Background: an optimization exercise with open tools, aiming at small area. Do not read the settings as production practice. In this exercise RTL edits were held to simulation tests only and were not proved equivalent to the original. Power and IR drop assume default switching activity.

--- flow/run.sh ---
#!/bin/bash
# Standard ORFS layout with smaller port buffers and a clock tree without dummy loads.
set -euo pipefail
bash standard.sh finish \
  "BUFFER_PORTS_ARGS=-buffer_cell sky130_fd_sc_hd__buf_1" \
  "CTS_ARGS=-sink_clustering_enable -repair_clock_nets -dont_use_dummy_load -buf_list {sky130_fd_sc_hd__clkbuf_4 sky130_fd_sc_hd__clkbuf_8}" \
  > flow_make.log 2>&1
--- constraint.sdc ---
create_clock -name core_clock -period 5.0 [get_ports {clk}]
set_input_delay 1.0000 -clock core_clock [delete_from_list [all_inputs] [get_ports {clk}]]
set_output_delay 1.0000 -clock core_clock [all_outputs]
set_load 0.01 [all_outputs]
--- design.v ---
module vtcore_decode (
    input  wire [31:0] cmd,
    input  wire [1:0]  family,     
    input  wire [1:0]  session,    
    output reg  [2:0]  fault
);
    localparam FAM_UNSET = 2'd0, FAM_I2C = 2'd1, FAM_4W = 2'd2;
    localparam SES_NONE = 2'd0, SES_READY = 2'd1, SES_STARTED = 2'd2, SES_SELECTED = 2'd3;
    localparam F_NONE = 3'd0, F_ILLEGAL = 3'd1, F_SEQUENCE = 3'd2, F_FAMILY = 3'd3;
    wire [3:0]  op    = cmd[31:28];
    wire [4:0]  width = cmd[20:16];
    wire [15:0] value = cmd[15:0];
    reg legal;
    always @(*) begin
        case (op)
            4'h0: legal = 1'b0;
            4'h1: legal = (cmd[27:3]  == 25'd0);
            4'h2, 4'h3, 4'h6, 4'h8, 4'hB, 4'hD:
                  legal = (cmd[27:0]  == 28'd0);
            4'h4, 4'hA, 4'hE:
                  legal = (cmd[27:1]  == 27'd0);
            4'h5: legal = (cmd[27:8]  == 20'd0);
            4'h7: legal = (cmd[27:16] == 12'd0);
            4'h9: legal = (cmd[27:21] == 7'd0) && (width != 5'd0) && (width <= 5'd16) &&
                          ((value >> width) == 16'd0);
            4'hC: legal = (cmd[27:22] == 6'd0);
            default:  
                  legal = (cmd[27:24] == 4'd0);
        endcase
    end
    reg fam_ok;
    always @(*) begin
        case (op)
            4'h2, 4'h3, 4'h4, 4'h5, 4'h6, 4'h7:             fam_ok = (family == FAM_I2C);
            4'h8, 4'h9, 4'hA, 4'hB, 4'hC, 4'hD:             fam_ok = (family == FAM_4W);
            4'hF:                                           fam_ok = (family != FAM_UNSET);
            default:                                        fam_ok = 1'b1;
        endcase
    end
    reg seq_ok;
    always @(*) begin
        case (op)
            4'h3:             seq_ok = (session == SES_READY);
            4'h4, 4'h5, 4'h6: seq_ok = (session == SES_STARTED);
            4'h9, 4'hA:       seq_ok = (session == SES_SELECTED);
            4'hE:             seq_ok = (session == SES_NONE) && (family == FAM_UNSET);
            default:          seq_ok = (session == SES_NONE);
        endcase
    end
    wire prog_ok = (op != 4'hF) ||
                   ((family == FAM_I2C) ? (cmd[15:8] == 8'd0) : (cmd[23:22] == 2'd0));
    always @(*) begin
        if (!legal)        fault = F_ILLEGAL;
        else if (!fam_ok)  fault = F_FAMILY;
        else if (!seq_ok)  fault = F_SEQUENCE;
        else if (!prog_ok) fault = F_ILLEGAL;
        else               fault = F_NONE;
    end
endmodule
module vtcore (
    input  wire        clk,
    input  wire        rst,           
    input  wire        cmd_valid,
    input  wire [31:0] cmd_data,
    output wire        cmd_ready,
    input  wire [15:0] io_base,
    output wire        port_wr,
    output wire [15:0] port_addr,
    output wire [31:0] port_wdata,
    input  wire        port_fail,
    output wire [15:0] pc,
    output wire [2:0]  fault_code,
    output wire [15:0] fault_pc,
    output wire [31:0] fault_cmd
);
    localparam FAM_UNSET = 2'd0, FAM_I2C = 2'd1, FAM_4W = 2'd2;
    localparam SES_NONE = 2'd0, SES_READY = 2'd1, SES_STARTED = 2'd2, SES_SELECTED = 2'd3;
    localparam ST_IDLE = 2'd0, ST_CHECK = 2'd1, ST_WRITE = 2'd2, ST_HOLD = 2'd3;
    localparam SG_LINES = 4'd0,
               SG_INIT0 = 4'd1,  SG_INIT1 = 4'd2,
               SG_START0 = 4'd3, SG_START1 = 4'd4,
               SG_IBIT = 4'd5,
               SG_STOP0 = 4'd6,  SG_STOP1 = 4'd7,  SG_STOP2 = 4'd8,
               SG_SPRE = 4'd9,   SG_SASRT = 4'd10,
               SG_SBIT = 4'd11,  SG_SDESEL = 4'd12;
    localparam [12:0] L_INIT  = 13'b1110101010011;  
    localparam [12:0] L_FRAME = 13'b0001000100010;  
    localparam [12:0] L_IBIT  = 13'b1110101111100;  
    localparam [12:0] L_PRE   = 13'b0101010101111;  
    localparam [12:0] L_SBIT  = 13'b1111110101101;  
    localparam [12:0] L_SHORT = 13'b0011111010010;  
    localparam [12:0] L_LONG  = 13'b0001001101111;  
    reg [1:0]  state;
    reg [1:0]  family;
    reg [1:0]  session;
    reg [2:0]  fault_code_r;
    reg [15:0] pc_r;
    reg [31:0] cmd_r;
    reg [3:0]  seg;
    reg [1:0]  phase;
    reg [4:0]  m;        
    reg        ack;      
    reg [1:0]  frame;    
    reg [12:0] hc;
    wire halted = (fault_code_r != 3'd0);
    wire [3:0] op = cmd_r[31:28];
    assign cmd_ready  = (state == ST_IDLE) && !halted;
    assign pc         = pc_r;
    assign fault_code = fault_code_r;
    assign fault_pc   = pc_r;
    assign fault_cmd  = cmd_r;
    assign port_addr  = {io_base[15:5] + 11'd1, io_base[4:0]};
    assign port_wr    = (state == ST_WRITE);
    wire [2:0] dec_fault;
    vtcore_decode u_decode (.cmd(cmd_r), .family(family), .session(session), .fault(dec_fault));
    wire [31:0] vec = {8'hA0, cmd_r[23:0]};
    wire        vbit = vec[m];
    wire        is_prog = (op == 4'hF);
    wire        wen_frame = (op != 4'hC) && !(is_prog && frame == 2'd1);
    wire        spi_zero  = wen_frame && !(m[4] && m[3] && m[1]);
    wire        long_pause = (op == 4'hA) ? cmd_r[0] : ((op == 4'hC) || (is_prog && frame == 2'd1));
    reg        w_cs, w_clk, w_do;
    reg [12:0] w_load;
    always @(*) begin
        w_cs = 1'b1; w_clk = 1'b0; w_do = 1'b0; w_load = L_FRAME;
        case (seg)
            SG_LINES:  begin w_cs = cmd_r[2]; w_clk = cmd_r[1]; w_do = cmd_r[0]; end
            SG_INIT0:  begin w_load = L_INIT; end
            SG_INIT1:  begin w_clk = 1'b1; w_do = 1'b1; w_load = L_INIT; end
            SG_START0: begin w_clk = 1'b1; end
            SG_START1: begin end
            SG_IBIT:   begin w_cs = 1'b0; w_clk = (phase == 2'd1); w_do = vbit && !ack; w_load = L_IBIT; end
            SG_STOP0:  begin end
            SG_STOP1:  begin w_clk = 1'b1; end
            SG_STOP2:  begin w_clk = 1'b1; w_do = 1'b1; end
            SG_SPRE:   begin w_cs = 1'b0; w_load = L_PRE; end
            SG_SASRT:  begin w_load = L_SBIT; end
            SG_SBIT:   begin w_clk = (phase == 2'd1); w_do = vbit && !(op != 4'h9 && spi_zero); w_load = L_SBIT; end
            default:   begin w_cs = 1'b0; w_load = long_pause ? L_LONG : L_SHORT; end
        endcase
    end
    assign port_wdata = {1'b1, 6'd0, w_cs, 6'd0, w_clk, 11'd0, w_do, 5'd0};
    wire last_phase = (phase == 2'd2);
    wire hold_done  = &hc;
    reg       nx_done;
    reg [3:0] nx_seg;
    always @(*) begin
        nx_done = 1'b0;
        nx_seg  = seg;
        case (seg)
            SG_INIT0:  nx_seg = SG_INIT1;
            SG_INIT1:  if (op == 4'h2) nx_done = 1'b1; else nx_seg = SG_START0;
            SG_START0: nx_seg = SG_START1;
            SG_START1: if (op == 4'h3) nx_done = 1'b1; else nx_seg = SG_IBIT;
            SG_IBIT:   if (last_phase) begin
                           if (op == 4'h4) nx_done = 1'b1;
                           else if (ack && m[4:3] == 2'd0) begin
                               if (op == 4'h5) nx_done = 1'b1; else nx_seg = SG_STOP0;
                           end
                       end
            SG_STOP0:  nx_seg = SG_STOP1;
            SG_STOP1:  nx_seg = SG_STOP2;
            SG_STOP2:  nx_done = 1'b1;
            SG_SPRE:   nx_seg = SG_SASRT;
            SG_SASRT:  if (op == 4'h8) nx_done = 1'b1; else nx_seg = SG_SBIT;
            SG_SBIT:   if (last_phase && m == 5'd0) begin
                           if (op == 4'h9) nx_done = 1'b1; else nx_seg = SG_SDESEL;
                       end
            SG_SDESEL: if (is_prog && frame != 2'd2) nx_seg = SG_SPRE; else nx_done = 1'b1;
            default:   nx_done = 1'b1;
        endcase
    end
    reg [1:0] done_session;
    always @(*) begin
        case (op)
            4'h2:    done_session = SES_READY;
            4'h3:    done_session = SES_STARTED;
            4'h6:    done_session = SES_NONE;
            4'h8:    done_session = SES_SELECTED;
            4'hA:    done_session = SES_NONE;
            default: done_session = session;
        endcase
    end
    always @(posedge clk) begin
        if (rst) begin
            state        <= ST_IDLE;
            family       <= FAM_UNSET;
            session      <= SES_NONE;
            fault_code_r <= 3'd0;
            pc_r         <= 16'd0;
        end else begin
            case (state)
                ST_IDLE: begin
                    if (cmd_valid && !halted) begin
                        cmd_r <= cmd_data;
                        state <= ST_CHECK;
                    end
                end
                ST_CHECK: begin
                    phase <= 2'd0;
                    frame <= 2'd0;
                    ack   <= 1'b0;
                    if (dec_fault != 3'd0) begin
                        fault_code_r <= dec_fault;
                        state        <= ST_IDLE;
                    end else begin
                        state <= ST_WRITE;
                        case (op)
                            4'h1: seg <= SG_LINES;
                            4'h2: seg <= SG_INIT0;
                            4'h3: seg <= SG_START0;
                            4'h4: begin seg <= SG_IBIT; m <= 5'd0; end
                            4'h5: begin seg <= SG_IBIT; m <= 5'd7; end
                            4'h6: seg <= SG_STOP0;
                            4'h7: begin seg <= SG_INIT0; m <= 5'd31; end
                            4'h8: seg <= SG_SPRE;
                            4'h9: begin seg <= SG_SBIT; m <= cmd_r[20:16] - 5'd1; end
                            4'hA: seg <= SG_SDESEL;
                            4'hB, 4'hC, 4'hD: begin seg <= SG_SPRE; m <= 5'd31; end
                            4'hE: begin
                                family <= cmd_r[0] ? FAM_4W : FAM_I2C;
                                pc_r   <= pc_r + 16'd1;
                                state  <= ST_IDLE;
                            end
                            default: begin
                                m <= 5'd31;
                                seg <= (family == FAM_I2C) ? SG_INIT0 : SG_SPRE;
                            end
                        endcase
                    end
                end
                ST_WRITE: begin
                    if (port_fail) begin
                        fault_code_r <= 3'd4;
                        state        <= ST_IDLE;
                    end else if (seg == SG_LINES) begin
                        pc_r    <= pc_r + 16'd1;
                        session <= done_session;
                        state   <= ST_IDLE;
                    end else begin
                        hc    <= w_load;
                        state <= ST_HOLD;
                    end
                end
                default: begin
                    hc <= {hc[11:0], hc[12] ^ hc[11]};
                    if (!hold_done) begin
                    end else if (nx_done) begin
                        pc_r    <= pc_r + 16'd1;
                        session <= done_session;
                        state   <= ST_IDLE;
                    end else begin
                        state <= ST_WRITE;
                        seg   <= nx_seg;
                        if (seg == SG_IBIT) begin
                            if (last_phase) begin
                                phase <= 2'd0;
                                if (ack) begin
                                    ack <= 1'b0;
                                    m   <= {m[4] & m[3] & is_prog, m[4] & m[3] & ~is_prog, 3'b111};
                                end else if (m[2:0] == 3'd0) begin
                                    ack <= 1'b1;
                                end else begin
                                    m <= m - 5'd1;
                                end
                            end else begin
                                phase <= phase + 2'd1;
                            end
                        end
                        if (seg == SG_SBIT) begin
                            if (last_phase) begin
                                phase <= 2'd0;
                                m <= (m == 5'd29) ? 5'd21 : m - 5'd1;
                            end else begin
                                phase <= phase + 2'd1;
                            end
                        end
                        if (seg == SG_SASRT || seg == SG_START1) begin
                            phase <= 2'd0;
                        end
                        if (seg == SG_SDESEL) begin
                            frame <= frame + 2'd1;
                            m     <= 5'd31;
                        end
                    end
                end
            endcase
        end
    end
endmodule
--- standard.sh ---
#!/bin/bash
# synth_recipe.tcl (not shown) runs the flow's synth.tcl, then flattens the netlist and writes it again
# the make line also repeats each setting of config.mk as NAME=value (left out here)
make -C /OpenROAD-flow-scripts/flow DESIGN_CONFIG=/design/flow/config.mk WORK_HOME=/design/flow/orfs CLKGATE_MAP_FILE= SYNTH_SCRIPT=/design/flow/synth_recipe.tcl "${@:-finish}"
--- config.mk ---
export PLATFORM = sky130hd
export DESIGN_NAME = vtcore
export DESIGN_NICKNAME = vtcore
export VERILOG_FILES = /design/flow/design.v
export SDC_FILE = /design/flow/constraint.sdc
export NUM_CORES = 4
export LEC_CHECK = 0
export ABC_AREA = 1
export CAP_MARGIN = 20
export CORE_MARGIN = 2
export CORE_UTILIZATION = 40
export PLACE_DENSITY = 0.6
export SLEW_MARGIN = 20
==> results of run 1 <==
==> worst min-delay path by stage <==
| stage | from | end | depth (start not counted) |
|---|---|---|---|
| 2_1_floorplan | family[1]$_SDFFE_PP0P_ | family[1]$_SDFFE_PP0P_ | 2 |
| 3_3_place_gp | fault_code_r[1]$_SDFFE_PP0P_ | fault_code_r[1]$_SDFFE_PP0P_ | 2 |
| 3_5_place_dp | fault_code_r[1]$_SDFFE_PP0P_ | fault_code_r[1]$_SDFFE_PP0P_ | 2 |
| 4_1_cts | fault_code_r[1]$_SDFFE_PP0P_ | fault_code_r[1]$_SDFFE_PP0P_ | 2 |
| 5_1_grt | fault_code_r[2]$_SDFFE_PP0P_ | fault_code_r[2]$_SDFFE_PP0P_ | 2 |
| 6_report | fault_code_r[1]$_SDFFE_PP0P_ | fault_code_r[1]$_SDFFE_PP0P_ | 2 |
==> cell usage in the layout (no fill, tap or decap), types with 4 or more instances in the layout <==
master,netlist,routed
inv_2,20,20
nand2_1,170,170
clkbuf_8,0,9
nand2_2,14,14
nor2_2,5,5
nand3_1,70,70
nor2_1,96,96
o21ai_0,31,31
buf_1,1,129
nand4_1,12,12
ha_1,15,15
xnor2_1,6,6
xor2_1,24,24
o21ai_1,9,9
a21oi_1,50,50
o22ai_1,5,5
nor3_1,19,18
nor4_1,5,5
nand3_2,12,12
buf_4,55,5
edfxtp_1,59,59
a21oi_2,12,12
o211ai_1,8,8
conb_1,2,29
dfxtp_1,25,25
clkinv_1,4,4
inv_1,79,79
==> flip-flops by register name, indices dropped and copies added, names as in the netlist <==
name,cells
ack,1
frame,2
hc,13
pc_r,16
fault_code_r,3
state,2
family,2
session,2
cmd_r,32
m,5
phase,2
seg,4
==> kinds of logic (layout without fill, tap and decap cells) <==
| logic type | after synthesis | count (layout) | synth area share [%] |
|---|---|---|---|
| flops | 84 | 84 | 35.4 |
| xor+xnor | 30 | 30 | 4.10 |
| fa+ha+maj | 15 | 15 | 2.93 |
| other cells | 2 | 29 | 0.117 |
| simple gates | 416 | 416 | 30.0 |
| buf+inv | 174 | 246 | 14.0 |
| compound gates | 141 | 141 | 13.5 |
==> through the flow <==
stage	setup slack [ps]	total power, W
after global routing	845	0.00245
after detailed placement	1520	0.00190
after CTS	1110	0.00230
after floorplan	1060	0.00170
after global placement	1620	0.00190
final	1140	0.00228
==> routing by layer <==
metal  vias up  share of wire, %  global-route usage (%)  routed length, µm
met5         -                 0                       0                  0
met4         0               1.8                    6.82                300
met3        23               7.4                    5.09               1220
met2       230                44                    29.4               7250
met1      2707                47                    27.3               7710
li1       3012                 -                       -                  -
==> critical path: stages, from the launching register on <==
cell,delay (ps)
edfxtp_1,600
clkinv_1,500
nor2_1,220
a211oi_1,60
o311ai_0,300
a31oi_1,100
o31ai_1,350
o211ai_1,210
buf_1,170
==> report_power, final <==
| group | switching (W) | internal [W] | total (W) |
|---|---|---|---|
| registers | 0.0000981 | 0.000888 | 0.000986 |
| clock network | 0.000231 | 0.000161 | 0.000392 |
| logic | 0.000630 | 0.000274 | 0.000905 |
==> final cells by class <==
class	count	area [µm²]	share of cell area, %
multi-input cells	631	3350	48.4
flip-flops and latches	84	2270	32.8
repair buffers	134	522	7.53
inverters	103	387	5.58
well taps	216	270	3.90
clock buffers	9	124	1.79
==> impl_results.md, run 1 <==
* Status: complete, no violations
* Reg-to-reg slack, setup at between 1500 and 2000 ps
* Leak at between 2 and 3 nW
* Worst min-delay path class: reg2reg
* Fillers at between 1.5k and 2k
* Global route overflow at 0
* Maximum number of pins on one net before global-route repair at 33
* Synth cell count leaders: nand2_1 (170), nor2_1 (96), inv_1 (79)
* CTS tree: done
* Hold Slack at around 480 ps
* Gp weighted congestion at around 0.90
* Post-DP HPWL at 12500 µm
* Synthesized area at roughly 6400 µm²
* Syn avg cell area at 7.44 µm²
* WL final at 16500 µm
* Number of global-route vias before repair at about 5.4k
* Number of CTS-inserted buffers at 9
* Clock sinks at between 80 and 90
* Root buffer cell: clkbuf_8
* # setup viols final at 0
* PwrDens at ~330 nW/µm²
* Critical Path Source Type: flop
* Post-synthesis cell count at about 860
* Biggest area consumer among synthesized cells: edfxtp_1
* Port bufs at about 130
* Synthesis-to-finish area growth at 8.02%
* Actual slew at the worst max-slew pin at ~620 ps
* Max-capacitance violation count at 0
* F_max at 0.259 GHz
* Most frequent cell after synthesis: nand2_1
* Layout cells sized above 1 at under 10%
* Cell Area, Placed at between 6000 and 7000 µm²
* Post-synthesis cell type count at 55
* Synth Warn # at 2
* Gr usage total at between 15 and 20%
* Final slew viol count at 0
* Worst R2R Start: cmd_r[16]$_DFFE_PP_
* Final ANT Viol Nets at 0
* DR iter-0 viols at a little over 500
* Die Area at 17100 µm²
* CP startpoint: m[0]$_DFFE_PP_
* Max_slew headroom at 58.5%
* Synth async-reset ratio at 0%
* Fin Clk Skew at roughly 22 ps
* WP data arrival at ~2900 ps
* Maximum vdd drop at ~210 µV
* Via density at around 5
* Share of the yosys chip area belonging to registers at between 30% and 40%
* Post-route insts no fill at roughly 1.2k
* Initial antenna violation count at 0
* Cell count after placement at between 1k and 1.5k
* Capturing point of the worst reg2reg path: m[4]$_DFFE_PP_
* Worst-path fanout max at 19
* Post-synth top flop: edfxtp_1
* Setup TNS at 0 ps
* WL per Instance at 14.0 µm
* CP Capture Type: output port
* Cell area after layout at 6930 µm²
* Final worst path period need at between 3000 and 4000 ps
* Number of gates resized after CTS at 0
* Req. time, crit path at roughly 4000 ps
* Post-CTS setup buffer count at 0
* # rows at 46
* N_diodes at 0
* Crit path to: port_wdata[5]
* Routed via count at 5972
* Final core utilization at a little over two fifths
* Number of flops mapped to enable cells by yosys at between 50 and 60
* CORE AREA at 15800 µm²
* #FFs+latches synth at 84
* CP Class: reg2out
* # DRC at 0
* Hold_buf cts at 0
* CTS clk-pin slew, worst paths at approximately 80 ps
* RSZ-0062 raised after global routing: no
* Area contributors post-synth: edfxtp_1 (28%), nand2_1 (10%), dfxtp_1 (7.8%)
* Clock latency on the worst-skew pair at a little under 400 ps
* Final Hold Viols at 0
* Io pins at between 150 and 200
* Die X at between 100 and 150 µm
* NumNets Final at roughly 1.0k
* Worst-case clock buffer depth at 2
* Yosys top cell area share at roughly 28%
* First-pass DRT Iterations at 5
* CTS H-tree depth at 3
* Die H at roughly 130 µm
* Cells on worst reg2reg path at 16
* Final period util at 77.3%
* First-pass GRT wire length at between 20000 and 30000 µm
* Initial Util at around two fifths
==> inputs of run 2 (changes only) <==
==> run.sh (new file) <==
#!/bin/bash
# synth_recipe.tcl (not shown) runs the flow's synth.tcl, then flattens the netlist and writes it again
# the make line also repeats each setting of config.mk as NAME=value (left out here)
make -C /OpenROAD-flow-scripts/flow DESIGN_CONFIG=/design/flow/config.mk WORK_HOME=/design/flow/orfs CLKGATE_MAP_FILE= SYNTH_SCRIPT=/design/flow/synth_recipe.tcl finish
removed: flow/run.sh
removed: standard.sh
==> impl_results.md, run 2 <==
* Storage cell area at 2270 µm² (unchanged)
* Leak at 3.13 nW (was 2.74 nW)
* CORE AREA at 15800 µm² (unchanged)
* Post-DP HPWL at 13100 µm (was 12500 µm)
* CTS tree: done (unchanged)
* Syn avg cell area at 7.44 µm² (unchanged)
* Req. time, crit path at 4000 ps (about the same)
* Final Hold Viols at 0 (unchanged)
* Number of flops mapped to enable cells by yosys at 59 (unchanged)
* CTS H-tree depth at 3 (unchanged)
* # setup viols final at 0 (unchanged)
* Synthesized area at 6410 µm² (unchanged)
* HP Start: fault_code_r[0]$_SDFFE_PP0P_ (was fault_code_r[1]$_SDFFE_PP0P_)
* Clock sinks at 84 (unchanged)
* Worst-case clock buffer depth at 2 (unchanged)
* Hold_buf cts at 0 (unchanged)
* WL final at 17100 µm (was 16500 µm)
* Area contributors post-synth: edfxtp_1 (28%), nand2_1 (10%), dfxtp_1 (7.8%) (unchanged)
* CP Capture Type: output port (unchanged)
* DR iter-0 viols at 430 (was 506)
* First-pass DRT Iterations at 5 (unchanged)
* Synth async-reset ratio at 0% (unchanged)
* Critical Path Source Type: flop (unchanged)
* Actual slew at the worst max-slew pin at 823 ps (was 622 ps)
* Number of gates resized after CTS at 0 (unchanged)
* Die X at 131 µm (unchanged)
* Slowest-stage cell, CP: edfxtp_1 (unchanged)
* PwrDens at 332 nW/µm² (was 330 nW/µm²)
* Synth Warn # at 2 (unchanged)
* Reg power frac at 37.8% (was 43.2%)
* WP data arrival at 3290 ps (was 2860 ps)
* Post-synth top flop: edfxtp_1 (unchanged)
* #FFs+latches synth at 84 (unchanged)
* CP max stage delay at 630 ps (was 600 ps)
* Fin Clk Skew at 13.4 ps (was 21.6 ps)
* WL per Instance at 14.5 µm (was 14.0 µm)
* CP Class: reg2out (unchanged)
* Capturing point of the worst reg2reg path: m[0]$_DFFE_PP_ (was m[4]$_DFFE_PP_)
* Die Area at 17100 µm² (unchanged)
* Sw frac at 38.7% (was 42.0%)
* Via density at 5.05 (was 5.07)
* Registers with the most flip-flops: cmd_r (32), pc_r (16), hc (13) (unchanged)
* Most frequent cells in the layout: nand2_1 (170), clkdlybuf4s50_1 (129), nor2_1 (96) (was nand2_1 (170), buf_1 (129), nor2_1 (96))
* Clock latency on the worst-skew pair at 350 ps (was 390 ps)
* Post-CTS setup buffer count at 0 (unchanged)
* Io pins at 169 (unchanged)
* F_max at 0.233 GHz (was 0.259 GHz)
* Yosys top cell area share at 27.6% (unchanged)
* RSZ-0062 raised after global routing: no (unchanged)
* Net switching power at 0.00101 W (was 0.000959 W)
* Gp weighted congestion at 0.910 (was 0.896)
* Synthesis-to-finish area growth at 22.6% (was 8.02%)
* # rows at 46 (unchanged)
* Reg-to-reg slack, setup at 1640 ps (was 1780 ps)
* Number of CTS-inserted buffers at 9 (unchanged)
* Crit-path cells: clkinv_1, nor2_1, a211oi_1, o311ai_0, a31oi_1, o31ai_1, o211ai_1, clkdlybuf4s50_1 (was clkinv_1, nor2_1, a211oi_1, o311ai_0, a31oi_1, o31ai_1, o211ai_1, buf_1)
* Biggest area consumer among synthesized cells: edfxtp_1 (unchanged)
* Total chip power at 0.00261 W (was 0.00228 W)
* Final ANT Viol Nets at 0 (unchanged)
* Worst min-delay path class: reg2reg (unchanged)
* Setup TNS at 0 ps (unchanged)
* Final slew viol count at 0 (unchanged)
* Worst R2R Start: m[0]$_DFFE_PP_ (was cmd_r[16]$_DFFE_PP_)
* Post-synthesis cell count at 862 (unchanged)
* Share of the yosys chip area belonging to registers at 35.4% (unchanged)
* Cells on worst reg2reg path at 11 (was 16)
* Max reg flops at 32 (unchanged)
* Synth cell count leaders: nand2_1 (170), nor2_1 (96), inv_1 (79) (unchanged)
* Status: complete, no violations (unchanged)
* Most flop-heavy register: cmd_r (unchanged)
* Maximum vdd drop at 162 µV (was 207 µV)
* Port bufs at 129 (unchanged)
* Area of the multi-input gates at 3350 µm² (unchanged)
* First-pass GRT wire length at 27500 µm (was 26200 µm)
* Combinational fraction of design power at 38.6% (was 39.6%)
* Final period util at 85.8% (was 77.3%)
* Clock group share of total power at 23.5% (was 17.2%)
* Maximum number of pins on one net before global-route repair at 33 (unchanged)
* Gr usage total at 20.5% (was 19.5%)
* Endpoint, Worst Hold: fault_code_r[0]$_SDFFE_PP0P_ (was fault_code_r[1]$_SDFFE_PP0P_)
* Commonest non-fill, non-tap cell in the layout: nand2_1 (unchanged)
* Number of global-route vias before repair at 5492 (was 5407)
* N_diodes at 0 (unchanged)
* Max-capacitance violation count at 0 (unchanged)
* Initial antenna violation count at 0 (unchanged)
* Layout cells sized above 1 at 9.20% (was 9.05%)
* Final worst path period need at 4290 ps (was 3860 ps)
* Global route overflow at 0 (unchanged)
* # DRC at 0 (unchanged)
* Fillers at 1578 (was 1644)
* Cell-internal power at 0.00160 W (was 0.00132 W)
* Most frequent cell after synthesis: nand2_1 (unchanged)
* Hold Crit Depth at 2 (unchanged)
* Root buffer cell: clkbuf_16 (was clkbuf_8)
* Max_slew headroom at 45.2% (was 58.5%)
* CTS clk-pin slew, worst paths at 60 ps (was 80 ps)
* NumNets Final at 1029 (was 1030)
* Die H at 131 µm (unchanged)
* Worst-path fanout max at 19 (unchanged)
* Routed via count at 5978 (was 5972)
* Post-synthesis cell type count at 55 (unchanged)
* Initial Util at 40.7% (unchanged)
[run 2: cell counts after synthesis]
No cell type changed its count.
[run 2: critical path: cells and delay by family (launching register included)]
family                 cells  cell delay (ps)
buffers and inverters      2             1050
AO/OA/AOI/OAI              5             1040
flip-flops                 1              630
AND/OR/NAND/NOR            1              220
[run 2: power by group through the flow]
stage	registers [W]	clock network (W)	logic (W)
6_report	0.000988	0.000614	0.00101
5_1_grt	0.00100	0.000659	0.00113
4_1_cts	0.000988	0.000628	0.00101
3_5_place_dp	0.00100	0	0.00101
3_3_place_gp	0.00100	0	0.00101
2_1_floorplan	0.000990	0	0.000708
[run 2: through the flow]
stage	hold WS, ps	area (µm²)	setup slack [ps]	instances	utilization (%)
floorplan	470	6510	1060	889	-
global placement	475	7600	1060	1167	48.2
detailed placement	476	7600	1020	1167	48.2
CTS	487	7860	738	1183	49.8
global route	510	7860	529	1183	49.8
finish	482	7860	709	1183	49.8
[run 2: cell type report]
cell class | count | area share, %
multi-input combinational | 631 | 42.6
tap | 216 | 3.44
clock buffer | 13 | 3.06
timing repair buffer | 133 | 16.8
sequential | 84 | 28.9
inverter | 103 | 4.92
clock inverter | 3 | 0.239
[run 2: layer usage]
layer | vias to the layer above | GRT usage, % | share of wire (%) | wire length [µm]
met4 | 0 | 4.82 | 0.78 | 133
met3 | 13 | 4.64 | 6.7 | 1150
met5 | - | 0 | 0 | 0
met2 | 181 | 31.4 | 45 | 7650
li1 | 3018 | - | - | -
met1 | 2766 | 29.4 | 48 | 8200
[run 2: worst max-delay path by stage]
stage                   startpoint            endpoint  slack [ps]
global route        m[0]$_DFFE_PP_       port_wdata[5]         530
global placement        io_base[5]       port_addr[13]        1060
floorplan                      rst  cmd_r[0]$_DFFE_PP_        1060
detailed placement      io_base[5]       port_addr[13]        1020
CTS                 m[0]$_DFFE_PP_       port_wdata[5]         740
finish              m[0]$_DFFE_PP_       port_wdata[5]         710
[run 2: logic make-up after synthesis]
| group | after synthesis | synth area share, % |
|---|---|---|
| compound gates | 141 | 13.5 |
| xor+xnor | 30 | 4.10 |
| fa+ha+maj | 15 | 2.93 |
| buf+inv | 174 | 14.0 |
| flops | 84 | 35.4 |
| other cells | 2 | 0.117 |
| simple gates | 416 | 30.0 |

[separate check: timing with driven ports]
The results above use ideal ports. As a check the final layouts listed here were re-extracted and re-timed, cells and wires unchanged. Step 1: set_driving_cell puts a clkbuf_16 on clk and a buf_2 on each other input, an assumption about the parent block. Step 2 also shifts input and output timing later by t, the mid clock arrival at the registers, as if the neighbouring blocks saw the same clock. Slacks: no drivers / after step 1 / after step 2; pairs: no drivers / after step 1.
run	t (ns)	slack for setup (ns)	worst hold slack (ns)	worst data-port slew with drivers (ns)
run 1	0.414	1.137 / 1.099 / 1.513	0.484 / 0.484 / 0.484	0.06
run 2	0.382	0.709 / 0.668 / 0.996	0.482 / 0.482 / 0.482	0.06
After both steps every run listed still meets setup and hold.
